Context: an optimization exercise on an open-source flow, tuned for small area, a short achievable clock period and few clock cycles per item. The choices shown serve that exercise and are no tape-out recipe. Where RTL was checked, it was by simulation tests only, not by an equivalence proof against the original. Power and IR drop assume default switching activity.

Setup of job 744:
Design frame_decoder, start of the top module:
module frame_decoder (
    input  wire        clk,
    input  wire        rst,           
    input  wire        cmd_valid,
    output reg         cmd_ready,
    input  wire [2:0]  cmd_op,
    input  wire [63:0] cmd_arg,
    output reg         rsp_valid,
    output wire [7:0]  rsp_status,
    output wire [7:0]  rsp_cause,
    output wire [63:0] rsp_result,
    input  wire        in_valid,
    output reg         in_ready,
    input  wire [7:0]  in_data,
    output wire        out_valid,
    input  wire        out_ready,
    output wire [7:0]  out_data
);
==> flow/config.mk <==
export PLATFORM = sky130hd
export DESIGN_NAME = frame_decoder
export DESIGN_NICKNAME = frame_decoder
export VERILOG_FILES = /design/flow/design.v
export SDC_FILE = /design/flow/constraint.sdc
export NUM_CORES = 4
export LEC_CHECK = 0
export CAP_MARGIN = 40
export CORE_MARGIN = 2
export CORE_UTILIZATION = 65
export CTS_BUF_LIST = sky130_fd_sc_hd__clkbuf_8
export CTS_CLUSTER_DIAMETER = 50
export CTS_CLUSTER_SIZE = 16
export PLACE_DENSITY = 0.72
export SLEW_MARGIN = 40
==> flow/constraint.sdc <==
create_clock -name core_clock -period 12.0 [get_ports {clk}]
set_input_delay 2.4000 -clock core_clock [delete_from_list [all_inputs] [get_ports {clk}]]
set_output_delay 2.4000 -clock core_clock [all_outputs]
set_load 0.01 [all_outputs]
standard.sh (not shown) runs the stock make flow with config.mk's settings and CLKGATE_MAP_FILE= SYNTH_SCRIPT=/design/flow/synth_recipe.tcl, a recipe that flattens the netlist after the stock synthesis.
==> flow/flow/run.sh <==
#!/bin/bash
# The standard layout (the standard.sh, unchanged synthesis), with two
# settings changed: timing repair aims at a setup slack of 8.0 ns instead of 0,
# so the layout reaches a shorter period, and the buffer put on every port is
# a buf_2 instead of the delay cell the resizer picks by default. Each ORFS
# step writes its own log under orfs/logs; make's output goes to the logs
# named below.
set -euo pipefail
bash standard.sh synth > synth_make.log 2>&1
bash standard.sh SETUP_SLACK_MARGIN=8.0 "BUFFER_PORTS_ARGS=-buffer_cell sky130_fd_sc_hd__buf_2" finish > layout_make.log 2>&1
Here is what was changed in the inputs of job 391 compared with job 744.
-- flow/design.v --
<<< job 744, line 61
    reg [63:0] seg_crc;           
    reg [63:0] msg_crc;           
    reg        p_hdr, p_shdr, p_cont, p_sftr, p_mftr;    
    reg [63:0] boundary;
>>> job 391, line 61
    reg [63:0] seg_crc;           
    reg [63:0] msg_crc;           
    reg [7:0]  dr;                
    reg        p_hdr, p_shdr, p_cont, p_sftr, p_mftr;    
    reg [63:0] boundary;
<<< job 744, line 128
    wire e_eq16 = ez & (e0 == 8'd16);
    wire [63:0] seg_crc_nx, msg_crc_nx;
    crc64_nvme_byte u_seg_crc (.crc_in(seg_crc), .data(ob1), .hold(p_sftr), .crc_out(seg_crc_nx));
    crc64_nvme_byte u_msg_crc (.crc_in(msg_crc), .data(ob1), .hold(p_mftr), .crc_out(msg_crc_nx));
    wire [7:0]  seg_now = p_shdr ? 8'hff : (p_cont | p_sftr) ? seg_crc_nx[7:0] : seg_crc[7:0];
    wire [7:0]  msg_now = p_hdr  ? 8'hff : (p_cont | p_mftr) ? msg_crc_nx[7:0] : msg_crc[7:0];
>>> job 391, line 129
    wire e_eq16 = ez & (e0 == 8'd16);
    wire [63:0] seg_crc_nx, msg_crc_nx;
    crc64_nvme_byte u_seg_crc (.crc_in(seg_crc), .data(dr), .hold(p_sftr), .crc_out(seg_crc_nx));
    crc64_nvme_byte u_msg_crc (.crc_in(msg_crc), .data(dr), .hold(p_mftr), .crc_out(msg_crc_nx));
    wire [7:0]  seg_now = p_shdr ? 8'hff : (p_cont | p_sftr) ? seg_crc_nx[7:0] : seg_crc[7:0];
    wire [7:0]  msg_now = p_hdr  ? 8'hff : (p_cont | p_mftr) ? msg_crc_nx[7:0] : msg_crc[7:0];
<<< job 744, line 381
        if (take & r_shdr & (hcnt >= 4'd2))
            ez <= (ez | (hcnt == 4'd2)) & ((hcnt == 4'd2) | e_byte0);
        {p_hdr, p_shdr, p_cont, p_sftr, p_mftr} <=
            {5{take}} & {r_hdr, r_shdr, r_cont, r_sftr, r_mftr};
>>> job 391, line 382
        if (take & r_shdr & (hcnt >= 4'd2))
            ez <= (ez | (hcnt == 4'd2)) & ((hcnt == 4'd2) | e_byte0);
        if (take) dr <= in_data;
        {p_hdr, p_shdr, p_cont, p_sftr, p_mftr} <=
            {5{take}} & {r_hdr, r_shdr, r_cont, r_sftr, r_mftr};
Results
Sort job 744 and job 391 by met2 track demand over resource in global routing desc -> top: job 391. Summary — routed via count divided by cell count, job 391 relative to job 744: lower, by 0.54%. Job 391 reached the end of the flow, and the finished layout is clean on the timing, design-rule and antenna checks. Relative to job 744, proportion of cell area occupied by registers increased by 1.2 points in job 391. Compare job 744 and job 391 | die outline area higher: job 391. From job 744 to job 391 the numbers moved as follows: net switching power up 0.32 mW, sequential group share of total power down 3.3 points, leakage dissipation down about 3%.
Testbench counts of job 391, summed over its fixed seeds: cycles 55,012, items 54,500.
Function not checked in job 744: the RTL went through the layout flow alone.

---

== the baseline ==
RTL: one of the versions met above, not the one the previous note started from.
Size in the first run: about 3600 cells after synthesis, about 610 flip-flops, ~170 I/O pins.
## frame_decoder
module frame_decoder (
    input  wire        clk,
    input  wire        rst,           
    input  wire        cmd_valid,
    output reg         cmd_ready,
    input  wire [2:0]  cmd_op,
    input  wire [63:0] cmd_arg,
    output reg         rsp_valid,
    output wire [7:0]  rsp_status,
    output wire [7:0]  rsp_cause,
    output wire [63:0] rsp_result,
    input  wire        in_valid,
    output reg         in_ready,
    input  wire [7:0]  in_data,
    output wire        out_valid,
    input  wire        out_ready,
    output wire [7:0]  out_data
);
Settings: LEC_CHECK=0, ABC_AREA=1, CAP_MARGIN=40, CORE_MARGIN=2, CORE_UTILIZATION=65, CTS_BUF_LIST=sky130_fd_sc_hd__clkbuf_8, PLACE_DENSITY=0.72, SLEW_MARGIN=40; clock period 12.0 ns.
Scripts as last shown in full above: flow/flow/run.sh
Testbench counts of the baseline, summed over its fixed seeds: cycles 55,012, items 54,500.
Here is what was changed in the inputs of the candidate compared with the baseline.
--- a/flow/design.v
+++ b/flow/design.v
@@ -55,17 +55,16 @@
     reg [63:0] xlen;              
     reg        crc_on;            
     reg [15:0] seg_count;         
     reg [63:0] offset;
     reg [15:0] seg_num;
     reg [63:0] seg_rem;           
     reg [63:0] seg_crc;           
     reg [63:0] msg_crc;           
-    reg [7:0]  dr;                
     reg        p_hdr, p_shdr, p_cont, p_sftr, p_mftr;    
     reg [63:0] boundary;
     reg        has_b;             
     reg [15:0] b_seg_num;
     reg [63:0] b_msg_crc;
     reg [3:0]  pend_k;            
     reg        save;              
     reg [3:0]  hcnt;              
@@ -123,18 +122,18 @@
     wire        x_lt23 = x_hi0 & (xlen[4:0] < 5'd23);
     wire e_lt8  = ez & (e0 < 8'd8);
     wire e_lt10 = ez & (e0 < 8'd10);
     wire e_lt16 = ez & (e0 < 8'd16);
     wire e_lt18 = ez & (e0 < 8'd18);
     wire e_eq0  = ez & (e0 == 8'd0);
     wire e_eq16 = ez & (e0 == 8'd16);
     wire [63:0] seg_crc_nx, msg_crc_nx;
-    crc64_nvme_byte u_seg_crc (.crc_in(seg_crc), .data(dr), .hold(p_sftr), .crc_out(seg_crc_nx));
-    crc64_nvme_byte u_msg_crc (.crc_in(msg_crc), .data(dr), .hold(p_mftr), .crc_out(msg_crc_nx));
+    crc64_nvme_byte u_seg_crc (.crc_in(seg_crc), .data(ob1), .hold(p_sftr), .crc_out(seg_crc_nx));
+    crc64_nvme_byte u_msg_crc (.crc_in(msg_crc), .data(ob1), .hold(p_mftr), .crc_out(msg_crc_nx));
     wire [7:0]  seg_now = p_shdr ? 8'hff : (p_cont | p_sftr) ? seg_crc_nx[7:0] : seg_crc[7:0];
     wire [7:0]  msg_now = p_hdr  ? 8'hff : (p_cont | p_mftr) ? msg_crc_nx[7:0] : msg_crc[7:0];
     reg        berr;
     reg [5:0]  bcode;
     always @(*) begin
         berr  = 1'b0;
         bcode = C_BAD_VERSION;
         if (r_hdr) begin
@@ -376,17 +375,16 @@
         if (take) pb <= pb_sub[7:0];
         if (go_init | go_reset)
             bsel <= 8'd1;
         else if (take)
             bsel <= (r_shdr & (hcnt == 4'd0)) ? 8'd1 : {bsel[6:0], bsel[7]};
         if (take & r_shdr & (hcnt == 4'd2)) e0 <= e_byte;
         if (take & r_shdr & (hcnt >= 4'd2))
             ez <= (ez | (hcnt == 4'd2)) & ((hcnt == 4'd2) | e_byte0);
-        if (take) dr <= in_data;
         {p_hdr, p_shdr, p_cont, p_sftr, p_mftr} <=
             {5{take}} & {r_hdr, r_shdr, r_cont, r_sftr, r_mftr};
         if (p_shdr | p_cont | p_sftr)
             seg_crc <= p_shdr ? {64{1'b1}} : seg_crc_nx;
         if (go_reset | p_hdr | p_cont | p_mftr)
             msg_crc <= go_reset ? b_msg_crc : p_hdr ? {64{1'b1}} : msg_crc_nx;
     end
 endmodule
- No stage failed in the candidate, and the final checks on the layout all came back clean.
- Sort the candidate and the baseline by number of antenna repair diodes asc -> top: the baseline
- Compare the candidate and the baseline | final area lower: the candidate
- Looking only at count of clock-buffer cells in the layout, and setting everything else aside, the higher value of the candidate and the baseline goes to the baseline.
- The candidate vs the baseline, share of cells above drive strength 1 went up by 0.17 points.
- Cmp the candidate vs the baseline: sequential share of layout area lower in the candidate
- Beginning of the critical path = offset[56]: the baseline; beginning of the critical path = ob1[3]: the candidate
- Non-clock inverter count in the final layout came out lower on the candidate than on the baseline.
- Sequential power went down slightly going from the baseline to the candidate.
- When the candidate is set beside the baseline, its mean post-synth cell area turns out to be 0.065 sq um larger.
Function not checked in the candidate: the RTL went through the layout flow alone.

re-timing with driven ports:
No port has a modelled driver above. Below, the same layouts with a new extraction and two added sets of constraints. Step 1, drivers: a clkbuf_16 drives clk and a buf_2 each remaining input, both assumed. Step 2 moves the port delays by t, midway between the first and last clock arrival at a register: inputs arrive t later, outputs are due t later. That takes back most of the time a late clock gives input paths. a / b / c = ideal ports / drivers / drivers and shift; a / b = the first two.
run | shift t [ns] | slack for setup (ns) | pins driven straight from the clock port
job 744 | 0.730 | 7.946 / 7.939 / 7.209 | 1
job 391 | 0.752 | 8.035 / 8.061 / 7.312 | 1
the baseline | 0.784 | 8.084 / 8.025 / 7.358 | 1
the candidate | 0.754 | 8.019 / 8.019 / 7.356 | 1
After both steps every run listed still meets setup and hold. For job 744, which loses most, drivers alone change the setup slack by -0.007 ns; drivers and shift together by -0.737 ns.
